What follows belongs to an exercise in optimizing a design on an open flow for small area, a short achievable clock period and few clock cycles; a production flow would make more cautious choices. Function was checked by simulation only, so behaviour that the tests miss may differ from the original.

==> design/flow/design.v <==
module fzac_coder (
    input  wire        clk,
    input  wire        rst,
    input  wire        cmd_valid,
    output wire        cmd_ready,
    input  wire [7:0]  cmd_op,
    input  wire [31:0] cmd_a0,
    input  wire [31:0] cmd_a1,
    input  wire [31:0] cmd_a2,
    output reg         rsp_valid,
    output reg  [2:0]  rsp_err,
    output reg  [31:0] rsp_res,
    output wire        out_valid,
    input  wire        out_ready,
    output wire [7:0]  out_data,
    input  wire        in_valid,
    output wire        in_ready,
    input  wire [7:0]  in_data,
    input  wire        in_end
);
    localparam [7:0] OP_NOP          = 8'h00;
    localparam [7:0] OP_SOFT_RESET   = 8'h01;
    localparam [7:0] OP_ENC_START    = 8'h10;
    localparam [7:0] OP_ENC_INTERVAL = 8'h11;
    localparam [7:0] OP_ENC_CLOSE    = 8'h12;
    localparam [7:0] OP_DEC_START    = 8'h20;
    localparam [7:0] OP_DEC_COUNT    = 8'h21;
    localparam [7:0] OP_DEC_REMOVE   = 8'h22;
    localparam [2:0] E_OK       = 3'd0;
    localparam [2:0] E_ILLEGAL  = 3'd1;
    localparam [2:0] E_PROTOCOL = 3'd2;
    localparam [2:0] E_INTERVAL = 3'd3;
    localparam [2:0] E_DESYNC   = 3'd4;
    localparam [26:0] TOP_VALUE     = 27'h7FFFFFF;
    localparam [1:0] M_IDLE = 2'd0;
    localparam [1:0] M_ENC  = 2'd1;
    localparam [1:0] M_DEC  = 2'd2;
    localparam [3:0] S_IDLE    = 4'd0;
    localparam [3:0] S_ITER    = 4'd1;
    localparam [3:0] S_FIN     = 4'd2;
    localparam [3:0] S_FIN2    = 4'd3;
    localparam [3:0] S_ERENORM = 4'd4;
    localparam [3:0] S_FOLLOW  = 4'd5;
    localparam [3:0] S_DRENORM = 4'd6;
    localparam [3:0] S_PRIME   = 4'd7;
    localparam [3:0] S_CLOSE   = 4'd8;
    localparam [3:0] S_PAD     = 4'd9;
    localparam [3:0] S_CDRAIN  = 4'd10;
    localparam [3:0] S_SDRAIN  = 4'd11;
    localparam [1:0] C_EINT = 2'd0;
    localparam [1:0] C_DCNT = 2'd1;
    localparam [1:0] C_DREM = 2'd2;
    reg [3:0]  state;
    reg [1:0]  mode;
    reg        closed;
    reg        eos;
    reg        closing;
    reg [1:0]  cop;
    reg        pend;
    reg        cmd_ready_r;
    reg [7:0]  op_r;
    reg [25:0] a0r;           
    reg [27:0] a1r;           
    reg [27:0] a2r;           
    reg        f0, f1, f2;    
    reg [26:0] low, high, value;
    reg [15:0] btf;
    reg        fbit;
    reg [6:0]  oacc;
    reg [2:0]  ocnt;
    reg [7:0]  obuf;
    reg        obuf_v;
    reg [7:0]  ib;
    reg [3:0]  icnt;
    reg [7:0]  nb;
    reg        nbv;
    reg        in_ready_r;
    reg        in_end_r;
    reg [4:0]  vbits;
    reg [4:0]  pcnt;
    reg [27:0] qh, qph;       
    reg [26:0] ql, qpl;       
    reg [26:0] acch;
    reg [24:0] accl;
    reg [4:0]  cnt;
    assign cmd_ready = cmd_ready_r;
    assign out_valid = obuf_v;
    assign out_data  = obuf;
    assign in_ready  = in_ready_r;
    wire l_ok = !f0 && !f1 && !f2 && (a0r < a1r[25:0]) && (a1r[25:0] <= a2r[25:0]) &&
                (a2r[25:0] <= 26'h2000000);
    wire t_ok = !f2 && (a2r[25:0] != 26'd0) && (a2r[25:0] <= 26'h2000000);
    wire [27:0] range = {1'b0, high} - {1'b0, low} + 28'd1;
    wire [27:0] vcnt  = {1'b0, value} - {1'b0, low} + 28'd1;
    wire [27:0] t0  = {2'b00, a2r[25:0]};
    wire        z16 = (t0[27:12] == 16'd0);
    wire [27:0] t1  = z16 ? {t0[11:0], 16'd0} : t0;
    wire        z8  = (t1[27:20] == 8'd0);
    wire [27:0] t2  = z8 ? {t1[19:0], 8'd0} : t1;
    wire        z4  = (t2[27:24] == 4'd0);
    wire [27:0] t3  = z4 ? {t2[23:0], 4'd0} : t2;
    wire        z2  = (t3[27:26] == 2'd0);
    wire [27:0] t4  = z2 ? {t3[25:0], 2'd0} : t3;
    wire        z1  = !t4[27];
    wire [27:0] tn  = z1 ? {t4[26:0], 1'b0} : t4;
    wire [4:0]  tsteps = 5'd28 - {z16, z8, z4, z2, z1};
    wire        rz2 = (range[27:26] == 2'd0);
    wire        rz1 = !range[27] && range[26];
    wire [27:0] rn  = rz2 ? {range[25:0], 2'd0} : rz1 ? {range[26:0], 1'b0} : range;
    wire [4:0]  rsteps = rz2 ? 5'd26 : rz1 ? 5'd27 : 5'd28;
    wire        mbit = qh[27];
    wire [29:0] ah  = {2'b00, acch, 1'b0};
    wire [29:0] bh  = mbit ? {2'b00, a1r} : 30'd0;
    wire [29:0] nd1 = ~{2'b00, a2r};
    wire [29:0] nd2 = ~{1'b0, a2r, 1'b0};
    wire [29:0] sh  = ah + bh;
    wire [29:0] uh1 = ah ^ bh ^ nd1;
    wire [29:0] vh1 = (ah & bh) | (ah & nd1) | (bh & nd1);
    wire [29:0] uh2 = ah ^ bh ^ nd2;
    wire [29:0] vh2 = (ah & bh) | (ah & nd2) | (bh & nd2);
    wire [29:0] xh1 = uh1 + {vh1[28:0], 1'b1};
    wire [29:0] xh2 = uh2 + {vh2[28:0], 1'b1};
    wire        dh2  = !xh2[29];
    wire        dh1  = !xh1[29];
    wire [26:0] acch_nx = dh2 ? xh2[26:0] : dh1 ? xh1[26:0] : sh[26:0];
    wire [27:0] qh_nx   = {dh2 ? qph[26:0] : qh[26:0], dh1 && !dh2};
    wire [27:0] qph_nx  = {(dh1 || dh2) ? qph[26:0] : qh[26:0], !(dh1 && !dh2)};
    wire [27:0] al  = {2'b00, accl, 1'b0};
    wire [27:0] bl  = mbit ? {3'b000, a0r[24:0]} : 28'd0;
    wire [27:0] ne1 = ~{2'b00, a2r[25:0]};
    wire [27:0] ne2 = ~{1'b0, a2r[25:0], 1'b0};
    wire [27:0] sl  = al + bl;
    wire [27:0] ul1 = al ^ bl ^ ne1;
    wire [27:0] vl1 = (al & bl) | (al & ne1) | (bl & ne1);
    wire [27:0] ul2 = al ^ bl ^ ne2;
    wire [27:0] vl2 = (al & bl) | (al & ne2) | (bl & ne2);
    wire [27:0] xl1 = ul1 + {vl1[26:0], 1'b1};
    wire [27:0] xl2 = ul2 + {vl2[26:0], 1'b1};
    wire        dl2  = !xl2[27];
    wire        dl1  = !xl1[27];
    wire [24:0] accl_nx = dl2 ? xl2[24:0] : dl1 ? xl1[24:0] : sl[24:0];
    wire [26:0] ql_nx   = {dl2 ? qpl[25:0] : ql[25:0], dl1 && !dl2};
    wire [26:0] qpl_nx  = {(dl1 || dl2) ? qpl[25:0] : ql[25:0], !(dl1 && !dl2)};
    wire [26:0] nl_w = low + ql;
    wire [27:0] nh_full = {1'b0, low} + qh - 28'd1;
    wire [26:0] nh_w = nh_full[26:0];
    wire e1 = !high[26];
    wire e2 = low[26];
    wire e3 = (low[26:25] == 2'b01) && (high[26:25] == 2'b10);
    wire eany = e1 || e2 || e3;
    wire put_full = (ocnt == 3'd7);
    wire can_put  = !put_full || !obuf_v;
    wire ib_have  = (icnt != 4'd0);
    wire bit_ok   = ib_have || nbv || in_end_r;
    wire bit_val  = ib_have ? ib[7] : (nbv ? nb[7] : 1'b0);
    wire idle_like = (state == S_IDLE) || (state == S_ERENORM && !eany);
    wire [1:0] lo_nx = (e1 || e2) ? low[25:24]  : {1'b0, low[24]};
    wire [1:0] hi_nx = (e1 || e2) ? high[25:24] : {1'b1, high[24]};
    wire eany_nx = !hi_nx[1] || lo_nx[1] || (lo_nx == 2'b01 && hi_nx == 2'b10);
    wire eany_fin = !qh[26] || ql[26] || (ql[26:25] == 2'b01 && qh[26:25] == 2'b10);
    wire do_dec = idle_like && pend;
    task put_bit(input b);
        begin
            if (put_full) begin
                obuf   <= {oacc, b};
                obuf_v <= 1'b1;
                ocnt   <= 3'd0;
                oacc   <= 7'd0;
            end else begin
                oacc <= {oacc[5:0], b};
                ocnt <= ocnt + 3'd1;
            end
        end
    endtask
    task take_bit;
        begin
            if (ib_have) begin
                ib   <= {ib[6:0], 1'b0};
                icnt <= icnt - 4'd1;
            end else if (nbv) begin
                ib   <= {nb[6:0], 1'b0};
                icnt <= 4'd7;
                nbv  <= 1'b0;
            end else if (vbits != 5'd0) begin
                vbits <= vbits - 5'd1;
                if (vbits == 5'd1) eos <= 1'b1;
            end
        end
    endtask
    task respond(input [2:0] e);
        begin
            rsp_valid <= 1'b1;
            rsp_err   <= e;
            rsp_res   <= 32'd0;
        end
    endtask
    task release_cmd;
        begin
            pend        <= 1'b0;
            cmd_ready_r <= 1'b1;
        end
    endtask
    always @(posedge clk) begin
        in_end_r <= in_end && !rst;
        if (cmd_ready_r) begin
            op_r <= cmd_op;
            a0r  <= cmd_a0[25:0];
            f0   <= |cmd_a0[31:26];
            f1   <= |cmd_a1[31:26];
            f2   <= |cmd_a2[31:26];
        end
    end
    always @(posedge clk) begin
        rsp_valid <= 1'b0;
        if (obuf_v && out_ready)
            obuf_v <= 1'b0;
        if (in_valid && in_ready_r) begin
            nb  <= in_data;
            nbv <= 1'b1;
            in_ready_r <= 1'b0;
        end
        if (cmd_ready_r) begin
            a1r <= {2'b00, cmd_a1[25:0]};
            a2r <= {2'b00, cmd_a2[25:0]};
            if (cmd_valid) begin
                pend        <= 1'b1;
                cmd_ready_r <= 1'b0;
            end
        end
        if (do_dec) begin
            state <= S_IDLE;
            case (op_r)
                OP_NOP: begin
                    respond(E_OK);
                    release_cmd;
                end
                OP_SOFT_RESET: begin
                    release_cmd;
                    state <= S_SDRAIN;
                end
                OP_ENC_START: begin
                    release_cmd;
                    if (mode != M_IDLE) begin
                        respond(E_PROTOCOL);
                    end else begin
                        respond(E_OK);
                        mode   <= M_ENC;
                        closed <= 1'b0;
                        low    <= 27'd0;
                        high   <= TOP_VALUE;
                        btf    <= 16'd0;
                        oacc   <= 7'd0;
                        ocnt   <= 3'd0;
                    end
                end
                OP_DEC_START: begin
                    release_cmd;
                    if (mode != M_IDLE) begin
                        respond(E_PROTOCOL);
                    end else begin
                        mode  <= M_DEC;
                        low   <= 27'd0;
                        high  <= TOP_VALUE;
                        value <= 27'd0;
                        vbits <= 5'd27;
                        eos   <= 1'b0;
                        icnt  <= 4'd0;
                        if (!(in_valid && in_ready_r)) begin
                            nbv        <= 1'b0;
                            in_ready_r <= 1'b1;
                        end
                        pcnt  <= 5'd27;
                        state <= S_PRIME;
                    end
                end
                OP_ENC_INTERVAL: begin
                    if (mode != M_ENC || closed) begin
                        respond(E_PROTOCOL); release_cmd;
                    end else if (!l_ok) begin
                        respond(E_INTERVAL); release_cmd;
                    end else begin
                        respond(E_OK);
                        cop   <= C_EINT;
                        qh    <= rn;
                        qph   <= rn;
                        ql    <= 27'd0;
                        qpl   <= 27'd0;
                        acch  <= 27'd0;
                        accl  <= 25'd0;
                        cnt   <= rsteps;
                        state <= S_ITER;
                    end
                end
                OP_ENC_CLOSE: begin
                    release_cmd;
                    if (mode != M_ENC || closed) begin
                        respond(E_PROTOCOL);
                    end else begin
                        btf     <= btf + 16'd1;
                        closing <= 1'b1;
                        state   <= S_CLOSE;
                    end
                end
                OP_DEC_COUNT: begin
                    if (mode != M_DEC || eos) begin
                        respond(E_PROTOCOL); release_cmd;
                    end else if (!t_ok) begin
                        respond(E_INTERVAL); release_cmd;
                    end else begin
                        cop   <= C_DCNT;
                        a1r   <= vcnt;
                        a2r   <= range;
                        qh    <= tn;
                        qph   <= tn;
                        ql    <= 27'd0;
                        qpl   <= 27'd0;
                        acch  <= 27'd0;
                        accl  <= 25'd0;
                        cnt   <= tsteps;
                        state <= S_ITER;
                    end
                end
                OP_DEC_REMOVE: begin
                    if (mode != M_DEC || eos) begin
                        respond(E_PROTOCOL); release_cmd;
                    end else if (!l_ok) begin
                        respond(E_INTERVAL); release_cmd;
                    end else begin
                        cop   <= C_DREM;
                        qh    <= rn;
                        qph   <= rn;
                        ql    <= 27'd0;
                        qpl   <= 27'd0;
                        acch  <= 27'd0;
                        accl  <= 25'd0;
                        cnt   <= rsteps;
                        state <= S_ITER;
                    end
                end
                default: begin
                    respond(E_ILLEGAL);
                    release_cmd;
                end
            endcase
        end else begin
            case (state)
                S_IDLE: ;
                S_ITER: begin
                    acch <= acch_nx;
                    qh   <= qh_nx;
                    qph  <= qph_nx;
                    accl <= accl_nx;
                    ql   <= ql_nx;
                    qpl  <= qpl_nx;
                    cnt  <= cnt - 5'd1;
                    if (cnt == 5'd1)
                        state <= S_FIN;
                end
                S_FIN: begin
                    release_cmd;
                    case (cop)
                        C_EINT: begin
                            low   <= nl_w;
                            high  <= nh_w;
                            state <= S_ERENORM;
                        end
                        C_DCNT: begin
                            rsp_valid <= 1'b1;
                            rsp_err   <= E_OK;
                            rsp_res   <= {7'd0, qh[24:0] - {24'd0, (acch == 27'd0)}};
                            state     <= S_IDLE;
                        end
                        default: begin
                            ql    <= nl_w;
                            qh    <= {1'b0, nh_w};
                            state <= S_FIN2;
                        end
                    endcase
                end
                S_FIN2: begin
                    if (value < ql || value > qh[26:0]) begin
                        respond(E_DESYNC);
                        state <= S_IDLE;
                    end else begin
                        low   <= ql;
                        high  <= qh[26:0];
                        if (eany_fin) begin
                            state <= S_DRENORM;
                        end else begin
                            respond(E_OK);
                            state <= S_IDLE;
                        end
                    end
                end
                S_ERENORM: begin
                    if (e1 || e2) begin
                        if (can_put) begin
                            put_bit(e2);
                            fbit <= !e2;
                            low  <= {low[25:0], 1'b0};
                            high <= {high[25:0], 1'b1};
                            if (btf != 16'd0)
                                state <= S_FOLLOW;
                        end
                    end else if (e3) begin
                        btf  <= btf + 16'd1;
                        low  <= {1'b0, low[24:0], 1'b0};
                        high <= {1'b1, high[24:0], 1'b1};
                    end else begin
                        state <= S_IDLE;
                    end
                end
                S_FOLLOW: begin
                    if (btf == 16'd0) begin
                        state <= closing ? S_PAD : S_ERENORM;
                    end else if (can_put) begin
                        put_bit(fbit);
                        btf <= btf - 16'd1;
                        if (btf == 16'd1)
                            state <= closing ? S_PAD : S_ERENORM;
                    end
                end
                S_CLOSE: begin
                    if (can_put) begin
                        put_bit(low[26] | low[25]);
                        fbit  <= !(low[26] | low[25]);
                        state <= S_FOLLOW;
                    end
                end
                S_PAD: begin
                    if (ocnt == 3'd0) begin
                        state <= S_CDRAIN;
                    end else if (!obuf_v) begin
                        obuf   <= {oacc, 1'b0} << (3'd7 - ocnt);
                        obuf_v <= 1'b1;
                        oacc   <= 7'd0;
                        ocnt   <= 3'd0;
                        state  <= S_CDRAIN;
                    end
                end
                S_CDRAIN: begin
                    if (!obuf_v) begin
                        closed  <= 1'b1;
                        closing <= 1'b0;
                        respond(E_OK);
                        state   <= S_IDLE;
                    end
                end
                S_SDRAIN: begin
                    if (!obuf_v) begin
                        mode    <= M_IDLE;
                        closed  <= 1'b0;
                        closing <= 1'b0;
                        eos     <= 1'b0;
                        low     <= 27'd0;
                        high    <= TOP_VALUE;
                        value   <= 27'd0;
                        btf     <= 16'd0;
                        oacc    <= 7'd0;
                        ocnt    <= 3'd0;
                        icnt    <= 4'd0;
                        nbv     <= 1'b0;
                        in_ready_r <= 1'b1;
                        vbits   <= 5'd27;
                        respond(E_OK);
                        state   <= S_IDLE;
                    end
                end
                S_PRIME: begin
                    if (bit_ok) begin
                        value <= {value[25:0], bit_val};
                        pcnt  <= pcnt - 5'd1;
                        if (pcnt == 5'd1) begin
                            respond(E_OK);
                            state <= S_IDLE;
                        end
                        take_bit;
                        if (!ib_have && nbv) in_ready_r <= 1'b1;
                    end
                end
                S_DRENORM: begin
                    if (bit_ok) begin
                        if (!eany_nx) begin
                            respond(E_OK);
                            state <= S_IDLE;
                        end
                        if (e1 || e2) begin
                            low   <= {low[25:0], 1'b0};
                            high  <= {high[25:0], 1'b1};
                            value <= {value[25:0], bit_val};
                        end else begin
                            low   <= {1'b0, low[24:0], 1'b0};
                            high  <= {1'b1, high[24:0], 1'b1};
                            value <= {value[26], value[24:0], bit_val};
                        end
                        take_bit;
                        if (!ib_have && nbv) in_ready_r <= 1'b1;
                    end
                end
                default: state <= S_IDLE;
            endcase
        end
        if (rst) begin
            state   <= S_IDLE;
            mode    <= M_IDLE;
            closed  <= 1'b0;
            eos     <= 1'b0;
            closing <= 1'b0;
            pend    <= 1'b0;
            cmd_ready_r <= 1'b1;
            low     <= 27'd0;
            high    <= TOP_VALUE;
            value   <= 27'd0;
            btf     <= 16'd0;
            ocnt    <= 3'd0;
            obuf_v  <= 1'b0;
            icnt    <= 4'd0;
            nbv     <= 1'b0;
            in_ready_r <= 1'b1;
            vbits   <= 5'd27;
            rsp_valid <= 1'b0;
        end
    end
endmodule
==> design/flow/flow/run.sh <==
#!/bin/bash
# The standard layout, with two changes to how it is made (the SDC keeps
# the design's period and I/O constraints):
#  - ORFS timing repair aims below the clock constraint, so the achieved
#    period drops;
#  - ports are buffered with a plain buffer instead of the default delay cell.
set -uo pipefail
bash standard.sh SETUP_SLACK_MARGIN=8.5 TNS_END_PERCENT=100 \
    "BUFFER_PORTS_ARGS=-buffer_cell sky130_fd_sc_hd__buf_2" finish > make_finish.log 2>&1
==> design/flow/standard.sh <==
#!/bin/bash
# synth_recipe.tcl (not shown) runs the flow's synth.tcl, then flattens the netlist and writes it again
# the make line also repeats each setting of config.mk as NAME=value (left out here)
make -C /OpenROAD-flow-scripts/flow DESIGN_CONFIG=/design/flow/config.mk WORK_HOME=/design/flow/orfs CLKGATE_MAP_FILE= SYNTH_SCRIPT=/design/flow/synth_recipe.tcl "${@:-finish}"
==> design/flow/config.mk <==
export PLATFORM = sky130hd
export DESIGN_NAME = fzac_coder
export DESIGN_NICKNAME = fzac_coder
export VERILOG_FILES = /design/flow/design.v
export SDC_FILE = /design/flow/constraint.sdc
export NUM_CORES = 4
export LEC_CHECK = 0
export ABC_AREA = 1
export CAP_MARGIN = 20
export CORE_MARGIN = 2
export CORE_UTILIZATION = 40
export SLEW_MARGIN = 20
==> design/flow/constraint.sdc <==
create_clock -name core_clock -period 13.0 [get_ports {clk}]
set_input_delay 2.6000 -clock core_clock [delete_from_list [all_inputs] [get_ports {clk}]]
set_output_delay 2.6000 -clock core_clock [all_outputs]
set_load 0.01 [all_outputs]
==> run summary, run 1 <==
----------------------------------------------------
[Worst setup path]
  Number of stages on the worst setup path ... 18
  Delay contributed by the slowest stage of the critical path ... 0.40 ns
  Crit path to ... qh[22]$_DFFE_PP_
  R2R Setup Slk ... roughly 8.6 ns
  Required @ worst endpoint ... 13.45 ns
  Library cell appearing most often on the critical path ... sky130_fd_sc_hd__nand2_1
  Source of the worst register-to-register timing path ... low[10]$_SDFFE_PP0P_
  Signal arrival time at the worst endpoint ... 4.84 ns
  Slowest stage cell on the critical path ... sky130_fd_sc_hd__o211ai_1
  Critical Path Start ... low[10]$_SDFFE_PP0P_
  Critical R2R Capture ... qh[22]$_DFFE_PP_
  Depth of the most critical reg-to-reg path ... 18
  Worst Path Buf+Inv ... 2
  Highest fanout seen on the critical path ... 21
  Kind of cell adding the most delay to the critical path ... simple AND/OR/NAND/NOR gates
  CP Class ... flop to flop
  Critical path startpoint category ... flop
  Cell Chain, Critical Path ... inv_1 > ha_1 > ha_1 > nand2_1 > nor2_1 > nand4_1 > o211ai_1 > nand4_1 > nand2_1 > nand2_1 > nand2_2 > nand2_2 > clkinvlp_4 > nand2_1 > nand3_1 > nand3_1 > nand2_1 > nand2_1
  Setup crit end kind ... flop

[Drt]
  Post-Route WL ... 177000 um
  Detail Route Antenna Nets ... 0
  Iteration count of the initial detailed-routing pass ... 8
  Vias per Instance ... 5.74
  Via total after detailed routing ... 43400
  Residual DRC ... 0
  Routed WL per cell ... approximately 23 um
  Number of violations reported at the end of detailed-routing iteration 0 ... 5278

[Clock network]
  Clock tree from TritonCTS ... yes
  Clock Pin Slew Worst Setup and Hold Paths ... 0.06 ns
  Clock root buffer ... sky130_fd_sc_hd__clkbuf_16
  Insertion delay of the later-clocked pin in the worst-skew pair ... 0.71 ns
  Number of sinks driven by the clock tree ... between 400 and 500
  Bufs on Longest Clock Path ... 3
  Clock buffers created by TritonCTS ... 58
  # H-tree levels ... 2

[Die]
  Number of top-level pins ... between 150 and 200
  Placement row count ... 120
  Area enclosed by the die boundary ... 0.111 mm2
  Effective utilization at floorplan ... 40.5%
  Floorplan Core Area ... 0.107 mm2
  Chip height ... 334 um
  Die X ... 334 um

[Synthesis]
  Count of mapped cells out of synthesis ... approximately 6000
  Most numerous cell in the Yosys netlist ... sky130_fd_sc_hd__nand2_1
  XOR/XNOR share of the synthesized area ... 4.54%
  Synth top cells by count ... sky130_fd_sc_hd__nand2_1 (1316), sky130_fd_sc_hd__inv_1 (835), sky130_fd_sc_hd__a21oi_1 (532), sky130_fd_sc_hd__o21ai_0 (480), sky130_fd_sc_hd__ha_1 (466)
  Distinct cell type count of the synthesized netlist ... 68
  Cell taking the most area after synthesis ... sky130_fd_sc_hd__edfxtp_1
  Post-synthesis share of cell area spent on full adders, half adders and majority gates ... a little under a fifth
  Number of flip-flops and latches in the synthesized netlist ... 449
  Fraction of synthesis flops using an asynchronous set or reset pin ... 0%
  Leading post-synthesis cells by cell area ... sky130_fd_sc_hd__edfxtp_1 (19%), sky130_fd_sc_hd__ha_1 (13%), sky130_fd_sc_hd__nand2_1 (11%)
  Count of yosys warnings during synthesis ... 1
  Average size of a mapped cell ... 7.25 um2
  Synth Area in Simple Gates ... 21.8%
  Multiplexer fraction of the synthesized cell area ... less than 1%
  Register area share after synthesis ... 26.9%
  Summed instance area of the synthesized netlist ... 0.0434 mm2
  Share of the synthesized area in the top cell type ... 18.5%
  Dominant combinational cell family by area after synthesis ... simple AND/OR/NAND/NOR gates
  Synth Flop Type ... sky130_fd_sc_hd__edfxtp_1
  Number of synthesized flops with an enable pin ... 268
  Compound-cell area share of the yosys netlist ... 18.9%

[Final layout]
  Number of nets in the layout ... ~6800
  Ratio of cells with drive above 1 in the final layout ... 7.69%
  Final standard cell utilization of the core ... 45.1%
  Area growth syn-to-layout ... 11.4%
  Filler Cells Inserted ... 10900

[Timing]
  Measured slew at the worst slew-check pin ... approximately 1.3 ns
  Setup repair after global routing missed its margin ... no
  Final clock period utilization by the worst path ... 33.8%
  Total count of hold-check failures in the final report ... 0
  Setup Viol. Count Final ... 0
  Max transition margin ... a little under an eighth
  TNS Setup ... 0 ns
  Period minus WS final ... 4.39 ns
  Final worst slack ... 8.61 ns
  Highest Clock Rate ... 228 MHz
  Final-report max-slew violation count ... 0
  Worst setup skew after layout ... 0.0483 ns

[Run status]
  Run status ... complete, no violations

[Place]
  Buffers added on ports ... 157
  Last weighted congestion value of the routability-driven placer ... 1.00
  Pre-CTS setup slack ... between 7 and 8 ns
  Detailed-placement wirelength estimate ... approximately 130000 um

[Global route]
  Combined global-route utilization of all metal layers ... a little under a third
  Number of global-route vias before repair ... around 40000
  Pin count of the biggest net entering global routing ... 78
  Global route overflow ... 0
  Antenna violations before repair ... 13
  Wire length of the first global-routing pass ... 259000 um

[Worst hold path]
  Type of the most critical hold path ... flop to flop

[Run]
  MaxCap Viol Count ... 0

----------------------------------------------------
==> per-stage QoR <==
stage                     cells  cell area [um2]  hold slack, ns
after floorplan            6002            43500           0.438
after global placement     7417            45600           0.462
after detailed placement   7417            45600           0.471
after CTS                  7537            47900           0.480
after global routing       7566            48400           0.499
final                      7566            48400           0.481
==> cells in the final DEF (no fill, tap or decap), types with 156 or more instances in the layout <==
cell type                     n
sky130_fd_sc_hd__a21oi_1    529
sky130_fd_sc_hd__buf_2      156
sky130_fd_sc_hd__dfxtp_1    173
sky130_fd_sc_hd__edfxtp_1   268
sky130_fd_sc_hd__ha_1       460
sky130_fd_sc_hd__inv_1      822
sky130_fd_sc_hd__nand2_1   1306
sky130_fd_sc_hd__nand3_1    289
sky130_fd_sc_hd__nor2_1     421
sky130_fd_sc_hd__o21ai_0    473
==> layer usage <==
layer,track usage [%],wire (um),vias up
met1,42.1,75600,20400
met5,0,116,-
li1,-,-,20500
met4,13.5,8700,16
met2,46.9,74800,2148
met3,5.83,17800,366
==> repair_timing <==
item	4_1_cts	5_1_grt
resized for setup	46	64
pin swaps	1	10
gates cloned	7	8
buffers inserted	3	20
setup endpoints to repair	389	363
hold buffers	0	0
==> flip-flops by register name (all words and copies together), names as in the netlist, 5 cells and up <==
name	count
ql	27
qpl	26
ib	7
value	27
low	27
a1r	28
nb	8
accl	25
op_r	8
obuf	8
acch	27
btf	16
cnt	5
pcnt	5
qh	28
vbits	5
qph	27
high	27
oacc	7
a2r	28
rsp_res	25
a0r	26
==> cells by family (layout without fill, tap and decap cells) <==
kind of cell | Yosys count | count (layout)
DFF | 449 | 449
AOI/OAI and AO/OA | 1434 | 1435
muxes | 4 | 4
other | 1 | 8
and+or+nand+nor | 2264 | 2265
adders and majority gates | 577 | 577
buffers and inverters | 1042 | 1200
xor gates and xnor gates | 225 | 225
==> how the worst min path moves through the flow <==
stage | endpoint | slack, ns | start | cells after the start
floorplan | eos$_SDFFE_PP0P_ | 0.44 | eos$_SDFFE_PP0P_ | 2
CTS | icnt[1]$_SDFFE_PP0P_ | 0.48 | icnt[1]$_SDFFE_PP0P_ | 2
global placement | high[1]$_SDFFE_PP1P_ | 0.46 | high[1]$_SDFFE_PP1P_ | 2
global route | a1r[26]$_DFF_P_ | 0.50 | a1r[26]$_DFF_P_ | 2
detailed placement | icnt[1]$_SDFFE_PP0P_ | 0.47 | icnt[1]$_SDFFE_PP0P_ | 2
finish | icnt[1]$_SDFFE_PP0P_ | 0.48 | icnt[1]$_SDFFE_PP0P_ | 2
==> tightest hold or removal path, delay by kind of cell, from the launching register on <==
kind | cells | cell delay (ns)
AOI/OAI and AO/OA | 1 | 0.05
and+or+nand+nor | 1 | 0.06
DFF | 1 | 0.32
==> cell type report <==
class                           count  area, um2  share of cell area [%]
Antenna cell                        1       2.50                 0.00517
Clock buffer                       81       1670                    3.45
Clock inverter                     29        264                   0.545
Inverter                          852       3250                    6.72
Multi-Input combinational cell   4513      28000                    57.9
Sequential cell                   449      11700                    24.1
Tap cell                         1403       1760                    3.63
Timing Repair Buffer              235       1710                    3.53
Timing Repair inverter              3       21.3                  0.0439
Testbench counts, summed over its fixed seeds: cycles 365,057.
==> run 2, diff against run 1 <==
==> design/flow/flow/run.sh (replaced) <==
#!/bin/bash
# The standard layout, with ORFS timing repair aimed below the clock
# constraint (the SDC keeps the design's period) so the achieved period drops.
set -uo pipefail
MARGIN=8.5
bash standard.sh SETUP_SLACK_MARGIN=$MARGIN TNS_END_PERCENT=100 finish > make_finish.log 2>&1
==> run summary, run 2 <==
----------------------------------------------------
[Drt]
  Number of violations reported at the end of detailed-routing iteration 0 ... 4912 (was 5278)
  Residual DRC ... 0 (unchanged)
  Vias per Instance ... 5.76 (was 5.74)
  Routed WL per cell ... 23.5 um (was 23.4 um)
  Detail Route Antenna Nets ... 0 (unchanged)
  Post-Route WL ... 178000 um (was 177000 um)
  Wire length on met2 ... 75600 um (was 74800 um)
  Iteration count of the initial detailed-routing pass ... 6 (was 8)
  Highest metal layer with signal wires ... met5 (unchanged)
  Met3 WL post-DR ... 15800 um (was 17800 um)
  Via total after detailed routing ... 43600 (was 43400)
  Routed metal-1 wire length ... 77600 um (was 75600 um)

[Die]
  Chip height ... 334 um (unchanged)
  Placement row count ... 120 (unchanged)
  Area enclosed by the die boundary ... 0.111 mm2 (unchanged)
  Effective utilization at floorplan ... 40.5% (unchanged)
  Die X ... 334 um (unchanged)
  Number of top-level pins ... 165 (unchanged)
  Floorplan Core Area ... 0.107 mm2 (unchanged)

[Timing]
  Final-report max-slew violation count ... 0 (unchanged)
  Worst setup skew after layout ... 0.0650 ns (was 0.0483 ns)
  Final clock period utilization by the worst path ... 33.7% (was 33.8%)
  Period minus WS final ... 4.39 ns (about the same)
  TNS Setup ... 0 ns (unchanged)
  Final worst slack ... 8.61 ns (about the same)
  Highest Clock Rate ... 228 MHz (about the same)
  Measured slew at the worst slew-check pin ... 1.20 ns (was 1.31 ns)
  Total count of hold-check failures in the final report ... 0 (unchanged)
  Setup Viol. Count Final ... 0 (unchanged)
  Setup repair after global routing missed its margin ... yes (was no)
  Worst slack on hold paths ... 0.479 ns (was 0.481 ns)
  Max transition margin ... 18.9% (was 11.8%)

[Clock network]
  Insertion delay of the later-clocked pin in the worst-skew pair ... 0.71 ns (about the same)
  Bufs on Longest Clock Path ... 3 (unchanged)
  Clock Pin Slew Worst Setup and Hold Paths ... 0.06 ns (about the same)
  Clock tree from TritonCTS ... yes (unchanged)
  # H-tree levels ... 2 (unchanged)
  Clock buffers created by TritonCTS ... 59 (was 58)
  Number of sinks driven by the clock tree ... 449 (unchanged)
  Clock root buffer ... sky130_fd_sc_hd__clkbuf_16 (unchanged)

[Worst setup path]
  CP Class ... flop to flop (unchanged)
  Critical R2R Capture ... a1r[26]$_DFF_P_ (was qh[22]$_DFFE_PP_)
  Crit path to ... a1r[26]$_DFF_P_ (was qh[22]$_DFFE_PP_)
  Critical Path Start ... a2r[7]$_DFF_P_ (was low[10]$_SDFFE_PP0P_)
  Signal arrival time at the worst endpoint ... 4.97 ns (was 4.84 ns)
  Required @ worst endpoint ... 13.59 ns (was 13.45 ns)
  R2R Setup Slk ... 8.61 ns (about the same)
  Source of the worst register-to-register timing path ... a2r[7]$_DFF_P_ (was low[10]$_SDFFE_PP0P_)
  Setup crit end kind ... flop (unchanged)
  Highest fanout seen on the critical path ... 15 (was 21)
  Depth of the most critical reg-to-reg path ... 14 (was 18)
  Critical path startpoint category ... flop (unchanged)

[Global route]
  Global route overflow ... 0 (unchanged)
  Combined global-route utilization of all metal layers ... 30.3% (was 30.7%)
  Wire length of the first global-routing pass ... 257000 um (was 259000 um)
  Antenna violations before repair ... 1 (was 13)
  Pin count of the biggest net entering global routing ... 74 (was 78)
  Number of global-route vias before repair ... 40300 (was 40700)

[Run status]
  Run status ... complete, no violations (unchanged)

[Final layout]
  Number of nets in the layout ... 6805 (was 6807)
  Filler Cells Inserted ... 10900 (about the same)
  Area growth syn-to-layout ... 13.6% (was 11.4%)
  Count of non-filler cells in the finished layout ... 7565 (was 7566)
  Commonest cells after routing, fill and taps aside ... sky130_fd_sc_hd__nand2_1 (1302), sky130_fd_sc_hd__inv_1 (819), sky130_fd_sc_hd__a21oi_1 (530) (was sky130_fd_sc_hd__nand2_1 (1306), sky130_fd_sc_hd__inv_1 (822), sky130_fd_sc_hd__a21oi_1 (529))
  Most common cell after layout, fill and taps aside ... sky130_fd_sc_hd__nand2_1 (unchanged)
  Registers with the most flip-flops ... a1r (28), a2r (28), qh (28) (unchanged)
  Ratio of cells with drive above 1 in the final layout ... 5.31% (was 7.69%)

[Synthesis]
  Distinct cell type count of the synthesized netlist ... 68 (unchanged)
  Cell taking the most area after synthesis ... sky130_fd_sc_hd__edfxtp_1 (unchanged)
  Register area share after synthesis ... 26.9% (unchanged)
  Average size of a mapped cell ... 7.25 um2 (unchanged)
  Synth top cells by count ... sky130_fd_sc_hd__nand2_1 (1316), sky130_fd_sc_hd__inv_1 (835), sky130_fd_sc_hd__a21oi_1 (532), sky130_fd_sc_hd__o21ai_0 (480), sky130_fd_sc_hd__ha_1 (466) (unchanged)
  Share of the synthesized area in the top cell type ... 18.5% (unchanged)
  Most numerous cell in the Yosys netlist ... sky130_fd_sc_hd__nand2_1 (unchanged)
  Leading post-synthesis cells by cell area ... sky130_fd_sc_hd__edfxtp_1 (19%), sky130_fd_sc_hd__ha_1 (13%), sky130_fd_sc_hd__nand2_1 (11%) (unchanged)
  Number of synthesized flops with an enable pin ... 268 (unchanged)
  Count of yosys warnings during synthesis ... 1 (unchanged)
  Synth Flop Type ... sky130_fd_sc_hd__edfxtp_1 (unchanged)
  Fraction of synthesis flops using an asynchronous set or reset pin ... 0% (unchanged)
  Summed instance area of the synthesized netlist ... 0.0434 mm2 (unchanged)
  Count of mapped cells out of synthesis ... 5996 (unchanged)
  Number of flip-flops and latches in the synthesized netlist ... 449 (unchanged)

[Place]
  Pre-CTS setup slack ... 6.67 ns (was 7.32 ns)
  Last weighted congestion value of the routability-driven placer ... 0.993 (was 1.00)
  Dpl cells ... 7410 (was 7417)
  Detailed-placement wirelength estimate ... 133000 um (about the same)
  Buffers added on ports ... 157 (unchanged)

[Worst hold path]
  Type of the most critical hold path ... flop to flop (unchanged)
  Cell depth of the worst hold path ... 2 (unchanged)

[Run]
  MaxCap Viol Count ... 0 (unchanged)

----------------------------------------------------
run 2: cell counts after synthesis:
No cell type changed its count.
run 2: worst min-delay path by stage:
stage                     slack, ns              endpoint            startpoint
after floorplan                0.44      eos$_SDFFE_PP0P_      eos$_SDFFE_PP0P_
after detailed placement       0.47       a1r[26]$_DFF_P_       a1r[26]$_DFF_P_
after global placement         0.46  high[1]$_SDFFE_PP1P_  high[1]$_SDFFE_PP1P_
after global routing           0.51   closed$_SDFFE_PP0P_   closed$_SDFFE_PP0P_
after CTS                      0.48       a1r[26]$_DFF_P_       a1r[26]$_DFF_P_
final                          0.48       a1r[26]$_DFF_P_       a1r[26]$_DFF_P_
run 2: routing by layer:
| layer | GRT usage, % | vias to the layer above |
|---|---|---|
| li1 | - | 20500 |
| met1 | 42.2 | 20500 |
| met2 | 46.4 | 2162 |
| met3 | 4.58 | 367 |
| met4 | 13.0 | 2 |
| met5 | 0 | - |
run 2: kinds of logic (layout without fill, tap and decap cells):
family	count (synthesis)	count (layout)	synth area share (%)
xor+xnor	225	225	4.54
other cells	1	8	0.00863
simple gates	2264	2265	21.8
buf+inv	1042	1200	9.34
mux	4	4	0.0922
fa+ha+maj	577	577	18.5
compound gates	1434	1434	18.9
flops	449	449	26.9
run 2: layout make-up:
class	count	area [um2]	area share, %
timing repair buffer	231	2510	5.08
clock inverter	33	328	0.664
sequential	449	11700	23.7
clock buffer	79	1730	3.50
tap	1403	1760	3.56
inverter	852	3290	6.66
antenna	1	2.50	0.00507
multi-input combinational	4512	28000	56.8
timing repair inverter	5	47.5	0.0963
run 2: worst max-delay path: stages (launching register included):
cell and delay, ns:
sky130_fd_sc_hd__dfxtp_1 0.71, sky130_fd_sc_hd__inv_1 0.33, sky130_fd_sc_hd__nand4_1 0.18, sky130_fd_sc_hd__nor3_1 0.06, sky130_fd_sc_hd__nand3_1 0.10, sky130_fd_sc_hd__nor2_1 0.13, sky130_fd_sc_hd__nor2_1 0.36, sky130_fd_sc_hd__nand2_1 0.15
sky130_fd_sc_hd__nor2_1 0.11, sky130_fd_sc_hd__inv_1 0.11, sky130_fd_sc_hd__nor2_1 0.61, sky130_fd_sc_hd__inv_1 0.61, sky130_fd_sc_hd__a21oi_1 0.25, sky130_fd_sc_hd__o21ai_0 0.38, sky130_fd_sc_hd__nand2_1 0.15
run 2: what timing repair did:
action / in CTS / in global routing
hold buffers: 0 / 0
setup endpoints to repair: 400 / 317
pin swaps: 0 / 11
setup buffers: 3 / 20
gates cloned: 4 / 15
resized for setup: 51 / 74
run 2: per-stage QoR:
stage	cell area (um2)	util, %
after floorplan	43500	-
after detailed placement	46300	43.1
final	49400	46.0
after global routing	49400	46.0
after global placement	46300	43.1
after CTS	48600	45.3
==> run 3, diff against run 2 <==
--- a/design/flow/design.v
+++ b/design/flow/design.v
@@ -57,4 +57,5 @@
     reg        closing;
     reg [1:0]  cop;
+    reg        fchk;          
     reg        pend;
     reg        cmd_ready_r;
@@ -228,4 +229,20 @@
             end
         end
+        fchk <= 1'b0;
+        if (state == S_IDLE && !pend) begin
+            cop  <= C_DREM;
+            qh   <= rn;
+            qph  <= rn;
+            ql   <= 27'd0;
+            qpl  <= 27'd0;
+            acch <= 27'd0;
+            accl <= 25'd0;
+            cnt  <= rsteps;
+            if (cmd_ready_r && cmd_valid && cmd_op == OP_DEC_REMOVE &&
+                mode == M_DEC && !eos) begin
+                fchk  <= 1'b1;
+                state <= S_ITER;
+            end
+        end
         if (do_dec) begin
             state <= S_IDLE;
@@ -354,6 +371,11 @@
                     qpl  <= qpl_nx;
                     cnt  <= cnt - 5'd1;
-                    if (cnt == 5'd1)
+                    if (fchk && !l_ok) begin
+                        respond(E_INTERVAL);
+                        release_cmd;
+                        state <= S_IDLE;
+                    end else if (cnt == 5'd1) begin
                         state <= S_FIN;
+                    end
                 end
                 S_FIN: begin
@@ -508,4 +530,5 @@
             closing <= 1'b0;
             pend    <= 1'b0;
+            fchk    <= 1'b0;
             cmd_ready_r <= 1'b1;
             low     <= 27'd0;
==> design/flow/flow/run.sh (replaced) <==
#!/bin/bash
# The standard layout, with two changes to how it is made (the SDC keeps
# the design's period and I/O constraints):
#  - ORFS timing repair aims below the clock constraint, so the achieved
#    period drops;
#  - ports are buffered with a plain buffer instead of the default delay cell.
set -uo pipefail
bash standard.sh SETUP_SLACK_MARGIN=8.8 TNS_END_PERCENT=100 \
    "BUFFER_PORTS_ARGS=-buffer_cell sky130_fd_sc_hd__buf_2" finish > make_finish.log 2>&1
==> run summary, run 3 <==
----------------------------------------------------
[Die]
  Die X ... 346 um (was 334 um)
  Chip height ... 346 um (was 334 um)
  Effective utilization at floorplan ... 40.3% (was 40.5%)
  Number of top-level pins ... 165 (unchanged)
  Floorplan Core Area ... 0.116 mm2 (was 0.107 mm2)
  Area enclosed by the die boundary ... 0.120 mm2 (was 0.111 mm2)
  Placement row count ... 125 (was 120)

[Final layout]
  Final standard cell utilization of the core ... 45.2% (was 46.0%)
  Area growth syn-to-layout ... 12.1% (was 13.6%)
  Number of nets in the layout ... 7843 (was 6805)
  Commonest cells after routing, fill and taps aside ... sky130_fd_sc_hd__nand2_1 (1531), sky130_fd_sc_hd__inv_1 (942), sky130_fd_sc_hd__a21oi_1 (600) (was sky130_fd_sc_hd__nand2_1 (1302), sky130_fd_sc_hd__inv_1 (819), sky130_fd_sc_hd__a21oi_1 (530))
  Ratio of cells with drive above 1 in the final layout ... 8.82% (was 5.31%)
  Registers with the most flip-flops ... a1r (28), a2r (28), qh (28) (unchanged)
  Most common cell after layout, fill and taps aside ... sky130_fd_sc_hd__nand2_1 (unchanged)

[Worst hold path]
  Worst hold endpoint ... icnt[0]$_SDFFE_PP0P_ (was a1r[26]$_DFF_P_)
  Cell depth of the worst hold path ... 2 (unchanged)
  Type of the most critical hold path ... flop to flop (unchanged)
  Worst hold start ... icnt[0]$_SDFFE_PP0P_ (was a1r[26]$_DFF_P_)

[Synthesis]
  Synth Flop Type ... sky130_fd_sc_hd__dfxtp_1 (was sky130_fd_sc_hd__edfxtp_1)
  Most numerous cell in the Yosys netlist ... sky130_fd_sc_hd__nand2_1 (unchanged)
  Leading post-synthesis cells by cell area ... sky130_fd_sc_hd__dfxtp_1 (15%), sky130_fd_sc_hd__nand2_1 (12%), sky130_fd_sc_hd__ha_1 (12%) (was sky130_fd_sc_hd__edfxtp_1 (19%), sky130_fd_sc_hd__ha_1 (13%), sky130_fd_sc_hd__nand2_1 (11%))
  Number of flip-flops and latches in the synthesized netlist ... 450 (was 449)
  Register area share after synthesis ... 21.4% (was 26.9%)
  Number of synthesized flops with an enable pin ... 101 (was 268)
  Summed instance area of the synthesized netlist ... 0.0468 mm2 (was 0.0434 mm2)
  Cell taking the most area after synthesis ... sky130_fd_sc_hd__dfxtp_1 (was sky130_fd_sc_hd__edfxtp_1)
  Distinct cell type count of the synthesized netlist ... 66 (was 68)
  Synth top cells by count ... sky130_fd_sc_hd__nand2_1 (1550), sky130_fd_sc_hd__inv_1 (955), sky130_fd_sc_hd__a21oi_1 (612), sky130_fd_sc_hd__nor2_1 (531), sky130_fd_sc_hd__o21ai_0 (512) (was sky130_fd_sc_hd__nand2_1 (1316), sky130_fd_sc_hd__inv_1 (835), sky130_fd_sc_hd__a21oi_1 (532), sky130_fd_sc_hd__o21ai_0 (480), sky130_fd_sc_hd__ha_1 (466))
  Average size of a mapped cell ... 6.62 um2 (was 7.25 um2)
  Fraction of synthesis flops using an asynchronous set or reset pin ... 0% (unchanged)
  Count of yosys warnings during synthesis ... 1 (unchanged)
  Count of mapped cells out of synthesis ... 7071 (was 5996)
  Share of the synthesized area in the top cell type ... 14.9% (was 18.5%)

[Place]
  Buffers added on ports ... 157 (unchanged)
  Detailed-placement wirelength estimate ... 149000 um (was 133000 um)
  Last weighted congestion value of the routability-driven placer ... 0.999 (was 0.993)

[Worst setup path]
  Library cell appearing most often on the critical path ... sky130_fd_sc_hd__o21ai_0 (was sky130_fd_sc_hd__nor2_1)
  Signal arrival time at the worst endpoint ... 4.86 ns (was 4.97 ns)
  Critical path startpoint category ... flop (unchanged)
  Highest fanout seen on the critical path ... 28 (was 15)
  Worst Path Buf+Inv ... 4 (was 3)
  Slowest stage cell on the critical path ... sky130_fd_sc_hd__inv_2 (was sky130_fd_sc_hd__dfxtp_1)
  Critical R2R Capture ... cnt[0]$_DFF_P_ (was a1r[26]$_DFF_P_)
  Delay contributed by the slowest stage of the critical path ... 0.61 ns (was 0.71 ns)
  Source of the worst register-to-register timing path ... a2r[10]$_DFF_P_ (was a2r[7]$_DFF_P_)
  R2R Setup Slk ... 8.75 ns (was 8.61 ns)
  Required @ worst endpoint ... 13.61 ns (was 13.59 ns)
  CP Class ... flop to flop (unchanged)
  Setup crit end kind ... flop (unchanged)
  Kind of cell adding the most delay to the critical path ... compound AO/OA/AOI/OAI gates (was simple AND/OR/NAND/NOR gates)
  Cell Chain, Critical Path ... buf_4 > inv_1 > nand3_1 > nor3_1 > nand4_1 > nand2_1 > nand2_1 > a21oi_1 > nand3_1 > buf_4 > inv_2 > o21ai_0 > o22ai_1 > o21ai_0 > o21ai_0 (was inv_1 > nand4_1 > nor3_1 > nand3_1 > nor2_1 > nor2_1 > nand2_1 > nor2_1 > inv_1 > nor2_1 > inv_1 > a21oi_1 > o21ai_0 > nand2_1)
  Depth of the most critical reg-to-reg path ... 15 (was 14)

[Clock network]
  Clock root buffer ... sky130_fd_sc_hd__clkbuf_16 (unchanged)
  # H-tree levels ... 2 (unchanged)
  Clock Pin Slew Worst Setup and Hold Paths ... 0.07 ns (was 0.06 ns)
  Hold buffer count at CTS ... 0 (unchanged)
  Clock tree from TritonCTS ... yes (unchanged)
  Number of sinks driven by the clock tree ... 450 (was 449)
  Bufs on Longest Clock Path ... 3 (unchanged)
  Insertion delay of the later-clocked pin in the worst-skew pair ... 0.74 ns (was 0.71 ns)
  Clock buffers created by TritonCTS ... 59 (unchanged)

[Timing]
  Final-report max-slew violation count ... 0 (unchanged)
  Period minus WS final ... 4.25 ns (was 4.39 ns)
  Total count of hold-check failures in the final report ... 0 (unchanged)
  Final clock period utilization by the worst path ... 32.7% (was 33.7%)
  Max transition margin ... 21.2% (was 18.9%)
  Setup Viol. Count Final ... 0 (unchanged)
  Measured slew at the worst slew-check pin ... 1.18 ns (was 1.20 ns)
  Setup repair after global routing missed its margin ... yes (unchanged)
  TNS Setup ... 0 ns (unchanged)
  Worst setup skew after layout ... 0.0496 ns (was 0.0650 ns)
  Highest Clock Rate ... 235 MHz (was 228 MHz)

[Drt]
  Detail Route Antenna Nets ... 0 (unchanged)
  Via total after detailed routing ... 51400 (was 43600)
  Residual DRC ... 0 (unchanged)
  Vias per Instance ... 5.89 (was 5.76)
  Post-Route WL ... 201000 um (was 178000 um)
  Number of violations reported at the end of detailed-routing iteration 0 ... 5566 (was 4912)
  Iteration count of the initial detailed-routing pass ... 9 (was 6)
  Routed WL per cell ... 23.0 um (was 23.5 um)

[Run status]
  Run status ... complete, no violations (unchanged)

[Global route]
  Global route overflow ... 0 (unchanged)
  Pin count of the biggest net entering global routing ... 90 (was 74)
  Combined global-route utilization of all metal layers ... 32.0% (was 30.3%)
  Wire length of the first global-routing pass ... 295000 um (was 257000 um)
  Number of global-route vias before repair ... 47500 (was 40300)
  Antenna violations before repair ... 2 (was 1)

[Run]
  MaxCap Viol Count ... 0 (unchanged)

----------------------------------------------------
## run 3: worst register-to-register path, cell delays in order, from the launching register on
cell	delay, ns
sky130_fd_sc_hd__dfxtp_1	0.30
sky130_fd_sc_hd__buf_4	0.23
sky130_fd_sc_hd__inv_1	0.18
sky130_fd_sc_hd__nand3_1	0.17
sky130_fd_sc_hd__nor3_1	0.23
sky130_fd_sc_hd__nand4_1	0.25
sky130_fd_sc_hd__nand2_1	0.18
sky130_fd_sc_hd__nand2_1	0.06
sky130_fd_sc_hd__a21oi_1	0.37
sky130_fd_sc_hd__nand3_1	0.20
sky130_fd_sc_hd__buf_4	0.24
sky130_fd_sc_hd__inv_2	0.62
sky130_fd_sc_hd__o21ai_0	0.59
sky130_fd_sc_hd__o22ai_1	0.32
sky130_fd_sc_hd__o21ai_0	0.10
sky130_fd_sc_hd__o21ai_0	0.13
## run 3: worst max path at each step
| stage | startpoint | cells after the start | endpoint | slack, ns |
|---|---|---|---|---|
| final | a2r[10]$_DFF_P_ | 15 | cnt[0]$_DFF_P_ | 8.75 |
| after global routing | low[1]$_SDFFE_PP0P_ | 22 | qh[8]$_DFF_P_ | 8.73 |
| after CTS | qh[27]$_DFF_P_ | 22 | qph[26]$_DFF_P_ | 8.80 |
| after detailed placement | qh[27]$_DFF_P_ | 22 | qph[26]$_DFF_P_ | 7.17 |
| after global placement | qh[27]$_DFF_P_ | 22 | qph[26]$_DFF_P_ | 7.28 |
| after floorplan | cmd_ready_r$_SDFF_PP1_ | 0 | cmd_ready | 9.24 |
## run 3: area by class of cell
class / instances / area (um2)
clock inverter: 32 / 420
clock buffer: 79 / 1650
timing repair buffer: 273 / 2010
timing repair inverter: 3 / 21.3
sequential: 450 / 10100
tap: 1524 / 1910
antenna: 3 / 7.51
fill: 12200 / 63700
inverter: 986 / 3790
multi-input combinational: 5377 / 32600
## run 3: cell families (layout without fill, tap and decap cells)
family,Yosys count,in the layout,share of synthesized area [%]
AOI/OAI and AO/OA,1734,1734,21.7
other,1,10,0.00801
DFF,450,450,21.4
adders and majority gates,575,575,17.1
buffers and inverters,1256,1373,10.4
xor gates and xnor gates,174,174,3.25
and+or+nand+nor,2881,2887,26.1
## run 3: timing repair
action / 4_1_cts / 5_1_grt
gates resized for setup: 107 / 109
pin swaps: 14 / 21
buffers inserted: 15 / 34
cloned: 10 / 7
endpoints found under the setup margin: 246 / 205
## run 3: metal layers
metal,vias up,track usage (%),wire length [um]
met1,24200,43.5,85600
met5,-,0,13
met2,2576,48.2,83500
met3,479,7.52,21600
met4,2,13.7,10200
li1,24200,-,-
## run 3: stage by stage
step	hold WS (ns)	cells	setup WS (ns)	instance area [um2]
floorplan	0.442	7077	9.24	46800
detailed placement	0.469	8547	7.17	49000
finish	0.477	8727	8.75	52500
CTS	0.480	8683	8.80	51700
global route	0.500	8724	8.73	52500
global placement	0.467	8546	7.28	48900
Testbench counts of run 3, summed over its fixed seeds: cycles 360,657.
==> run 4, diff against run 3 <==
--- a/design/flow/flow/run.sh
+++ b/design/flow/flow/run.sh
@@ -6,4 +6,4 @@
 #  - ports are buffered with a plain buffer instead of the default delay cell.
 set -uo pipefail
-bash standard.sh SETUP_SLACK_MARGIN=8.8 TNS_END_PERCENT=100 \
+bash standard.sh SETUP_SLACK_MARGIN=8.5 TNS_END_PERCENT=100 \
     "BUFFER_PORTS_ARGS=-buffer_cell sky130_fd_sc_hd__buf_2" finish > make_finish.log 2>&1
==> run summary, run 4 <==
----------------------------------------------------
[Global route]
  Wire length of the first global-routing pass ... 292000 um (was 295000 um)
  Global route overflow ... 0 (unchanged)
  Combined global-route utilization of all metal layers ... 31.5% (was 32.0%)
  Antenna violations before repair ... 3 (was 2)
  Number of global-route vias before repair ... 47100 (was 47500)
  Pin count of the biggest net entering global routing ... 90 (unchanged)

[Clock network]
  Clock buffers created by TritonCTS ... 59 (unchanged)
  Clock root buffer ... sky130_fd_sc_hd__clkbuf_16 (unchanged)
  # H-tree levels ... 2 (unchanged)
  Insertion delay of the later-clocked pin in the worst-skew pair ... 0.74 ns (about the same)
  Clock Pin Slew Worst Setup and Hold Paths ... 0.06 ns (was 0.07 ns)
  Bufs on Longest Clock Path ... 3 (unchanged)
  Number of sinks driven by the clock tree ... 450 (unchanged)
  Hold buffer count at CTS ... 0 (unchanged)
  Clock tree from TritonCTS ... yes (unchanged)

[Drt]
  Via total after detailed routing ... 50800 (was 51400)
  Post-Route WL ... 197000 um (was 201000 um)
  Detail Route Antenna Nets ... 0 (unchanged)
  Iteration count of the initial detailed-routing pass ... 11 (was 9)
  Vias per Instance ... 5.85 (was 5.89)
  Number of violations reported at the end of detailed-routing iteration 0 ... 5704 (was 5566)
  Routed WL per cell ... 22.7 um (was 23.0 um)
  Residual DRC ... 0 (unchanged)

[Worst setup path]
  Required @ worst endpoint ... 13.57 ns (was 13.61 ns)
  Critical path startpoint category ... flop (unchanged)
  Setup crit end kind ... flop (unchanged)
  CP Class ... flop to flop (unchanged)
  Highest fanout seen on the critical path ... 49 (was 28)
  Signal arrival time at the worst endpoint ... 4.95 ns (was 4.86 ns)

[Synthesis]
  Count of yosys warnings during synthesis ... 1 (unchanged)
  Register area share after synthesis ... 21.4% (unchanged)
  Summed instance area of the synthesized netlist ... 0.0468 mm2 (unchanged)
  Count of mapped cells out of synthesis ... 7071 (unchanged)
  Most numerous cell in the Yosys netlist ... sky130_fd_sc_hd__nand2_1 (unchanged)
  Synth top cells by count ... sky130_fd_sc_hd__nand2_1 (1550), sky130_fd_sc_hd__inv_1 (955), sky130_fd_sc_hd__a21oi_1 (612), sky130_fd_sc_hd__nor2_1 (531), sky130_fd_sc_hd__o21ai_0 (512) (unchanged)
  Number of synthesized flops with an enable pin ... 101 (unchanged)
  Fraction of synthesis flops using an asynchronous set or reset pin ... 0% (unchanged)
  Average size of a mapped cell ... 6.62 um2 (unchanged)
  Synth Flop Type ... sky130_fd_sc_hd__dfxtp_1 (unchanged)
  Share of the synthesized area in the top cell type ... 14.9% (unchanged)
  Number of flip-flops and latches in the synthesized netlist ... 450 (unchanged)
  Distinct cell type count of the synthesized netlist ... 66 (unchanged)
  Cell taking the most area after synthesis ... sky130_fd_sc_hd__dfxtp_1 (unchanged)
  Leading post-synthesis cells by cell area ... sky130_fd_sc_hd__dfxtp_1 (15%), sky130_fd_sc_hd__nand2_1 (12%), sky130_fd_sc_hd__ha_1 (12%) (unchanged)

[Die]
  Placement row count ... 125 (unchanged)
  Number of top-level pins ... 165 (unchanged)
  Chip height ... 346 um (unchanged)
  Area enclosed by the die boundary ... 0.120 mm2 (unchanged)
  Die X ... 346 um (unchanged)
  Effective utilization at floorplan ... 40.3% (unchanged)
  Floorplan Core Area ... 0.116 mm2 (unchanged)

[Final layout]
  Area growth syn-to-layout ... 10.5% (was 12.1%)
  Final instance area ... 0.0518 mm2 (was 0.0525 mm2)
  Number of nets in the layout ... 7806 (was 7843)
  Ratio of cells with drive above 1 in the final layout ... 7.62% (was 8.82%)
  Final standard cell utilization of the core ... 44.5% (was 45.2%)
  Commonest cells after routing, fill and taps aside ... sky130_fd_sc_hd__nand2_1 (1541), sky130_fd_sc_hd__inv_1 (950), sky130_fd_sc_hd__a21oi_1 (607) (was sky130_fd_sc_hd__nand2_1 (1531), sky130_fd_sc_hd__inv_1 (942), sky130_fd_sc_hd__a21oi_1 (600))
  Registers with the most flip-flops ... a1r (28), a2r (28), qh (28) (unchanged)
  Most common cell after layout, fill and taps aside ... sky130_fd_sc_hd__nand2_1 (unchanged)

[Timing]
  Highest Clock Rate ... 228 MHz (was 235 MHz)
  Max transition margin ... 18.4% (was 21.2%)
  Measured slew at the worst slew-check pin ... 1.22 ns (was 1.18 ns)
  Total count of hold-check failures in the final report ... 0 (unchanged)
  Final-report max-slew violation count ... 0 (unchanged)
  TNS Setup ... 0 ns (unchanged)
  Period minus WS final ... 4.39 ns (was 4.25 ns)
  Worst setup skew after layout ... 0.0579 ns (was 0.0496 ns)
  Final clock period utilization by the worst path ... 33.7% (was 32.7%)
  Setup Viol. Count Final ... 0 (unchanged)
  Setup repair after global routing missed its margin ... yes (unchanged)

[Place]
  Last weighted congestion value of the routability-driven placer ... 0.999 (unchanged)
  Buffers added on ports ... 157 (unchanged)
  Detailed-placement wirelength estimate ... 149000 um (unchanged)
  Instance area at placement ... 0.0490 mm2 (unchanged)

[Worst hold path]
  Type of the most critical hold path ... flop to flop (unchanged)

[Run]
  MaxCap Viol Count ... 0 (unchanged)

[Run status]
  Run status ... complete, no violations (unchanged)

----------------------------------------------------
[run 4: routing by layer]
metal | track usage (%) | wire length (um)
met1 | 43.3 | 84400
met2 | 47.5 | 82000
met3 | 6.88 | 21200
met4 | 13.5 | 9670
met5 | 0 | 13
[run 4: layout make-up]
class                      count  area [um2]
clock inverter                32         420
tap                         1524        1910
timing repair inverter         3        20.0
sequential                   450       10100
clock buffer                  79        1650
inverter                     986        3760
multi-input combinational   5375       32300
antenna                        3        7.51
fill                       12300       64400
timing repair buffer         238        1580
[run 4: final timing paths]
| kind | startpoint | to | slack, ns | cells past startpoint |
|---|---|---|---|---|
| worst max register to register | a2r[24]$_DFF_P_ | acch[25]$_DFF_P_ | 8.61 | 17 |
| worst min register to register | icnt[0]$_SDFFE_PP0P_ | icnt[0]$_SDFFE_PP0P_ | 0.48 | 2 |
| worst max-delay path | a2r[24]$_DFF_P_ | acch[25]$_DFF_P_ | 8.61 | 17 |
| worst min-delay path | icnt[0]$_SDFFE_PP0P_ | icnt[0]$_SDFFE_PP0P_ | 0.48 | 2 |
[run 4: cell families (layout without fill, tap and decap cells)]
kind of cell,after synthesis,in the layout,synth area share (%)
and+or+nand+nor,2881,2885,26.1
AOI/OAI and AO/OA,1734,1734,21.7
buffers and inverters,1256,1338,10.4
adders and majority gates,575,575,17.1
DFF,450,450,21.4
xor gates and xnor gates,174,174,3.25
other,1,10,0.00801
[run 4: timing repair]
| item | 4_1_cts | 5_1_grt |
|---|---|---|
| cloned | 4 | 5 |
| resized for setup | 51 | 80 |
| buffers inserted | 6 | 14 |
| pin swaps | 3 | 16 |
| endpoints found under the setup margin | 211 | 182 |
[run 4: per-stage QoR]
| step | cells | hold slack [ns] | worst slack, ns |
|---|---|---|---|
| final | 8690 | 0.477 | 8.61 |
| after global routing | 8687 | 0.500 | 8.44 |
| after CTS | 8668 | 0.480 | 8.50 |
| after detailed placement | 8547 | 0.469 | 7.17 |
| after global placement | 8546 | 0.467 | 7.28 |
| after floorplan | 7077 | 0.442 | 9.24 |
[run 4: critical path, cell delays in order, from the launching register on]
cell and delay (ns):
sky130_fd_sc_hd__dfxtp_1 0.42, sky130_fd_sc_hd__inv_2 0.30, sky130_fd_sc_hd__nand3_1 0.21, sky130_fd_sc_hd__nor3_1 0.23, sky130_fd_sc_hd__nand4_1 0.23, sky130_fd_sc_hd__nand2_1 0.17, sky130_fd_sc_hd__nand2_1 0.06, sky130_fd_sc_hd__a21oi_1 0.36
sky130_fd_sc_hd__nand3_1 0.20, sky130_fd_sc_hd__buf_4 0.25, sky130_fd_sc_hd__nor2_2 0.09, sky130_fd_sc_hd__buf_4 0.39, sky130_fd_sc_hd__nor2_4 0.07, sky130_fd_sc_hd__clkbuf_8 0.31, sky130_fd_sc_hd__nor2_2 0.39, sky130_fd_sc_hd__inv_1 0.32
sky130_fd_sc_hd__o21ai_0 0.16, sky130_fd_sc_hd__a21oi_1 0.05

## re-timing with driven ports
The results above use ideal ports. As a check the final layouts listed here were re-extracted and re-timed, cells and wires unchanged. Step 1 (the two cells are an assumption about what drives the block):
set clk [get_ports {clk}]
set_driving_cell -lib_cell sky130_fd_sc_hd__clkbuf_16 $clk
set_driving_cell -lib_cell sky130_fd_sc_hd__buf_2 [delete_from_list [all_inputs] $clk]
Step 2 times the ports against the registers' clock, not the clock port: input delays grow and output delays shrink by t, the midpoint of the rising clock arrivals with the driver on. a / b / c = ideal / step 1 / step 2; a / b = the first two.
run | t (ns) | setup slack, ns | worst setup path at the end | clock arrival spread, ns | worst register clock-pin slew, ns
run 1 | 0.764 | 8.606 / 8.606 / 8.606 | register to register | 0.049 / 0.048 | 0.07 / 0.07
run 2 | 0.754 | 8.613 / 8.602 / 8.613 | register to register | 0.065 / 0.065 | 0.07 / 0.07
run 3 | 0.789 | 8.750 / 8.750 / 8.750 | register to register | 0.049 / 0.050 | 0.07 / 0.07
run 4 | 0.792 | 8.613 / 8.613 / 8.613 | register to register | 0.058 / 0.058 | 0.07 / 0.07
After both steps every run listed still meets setup and hold.
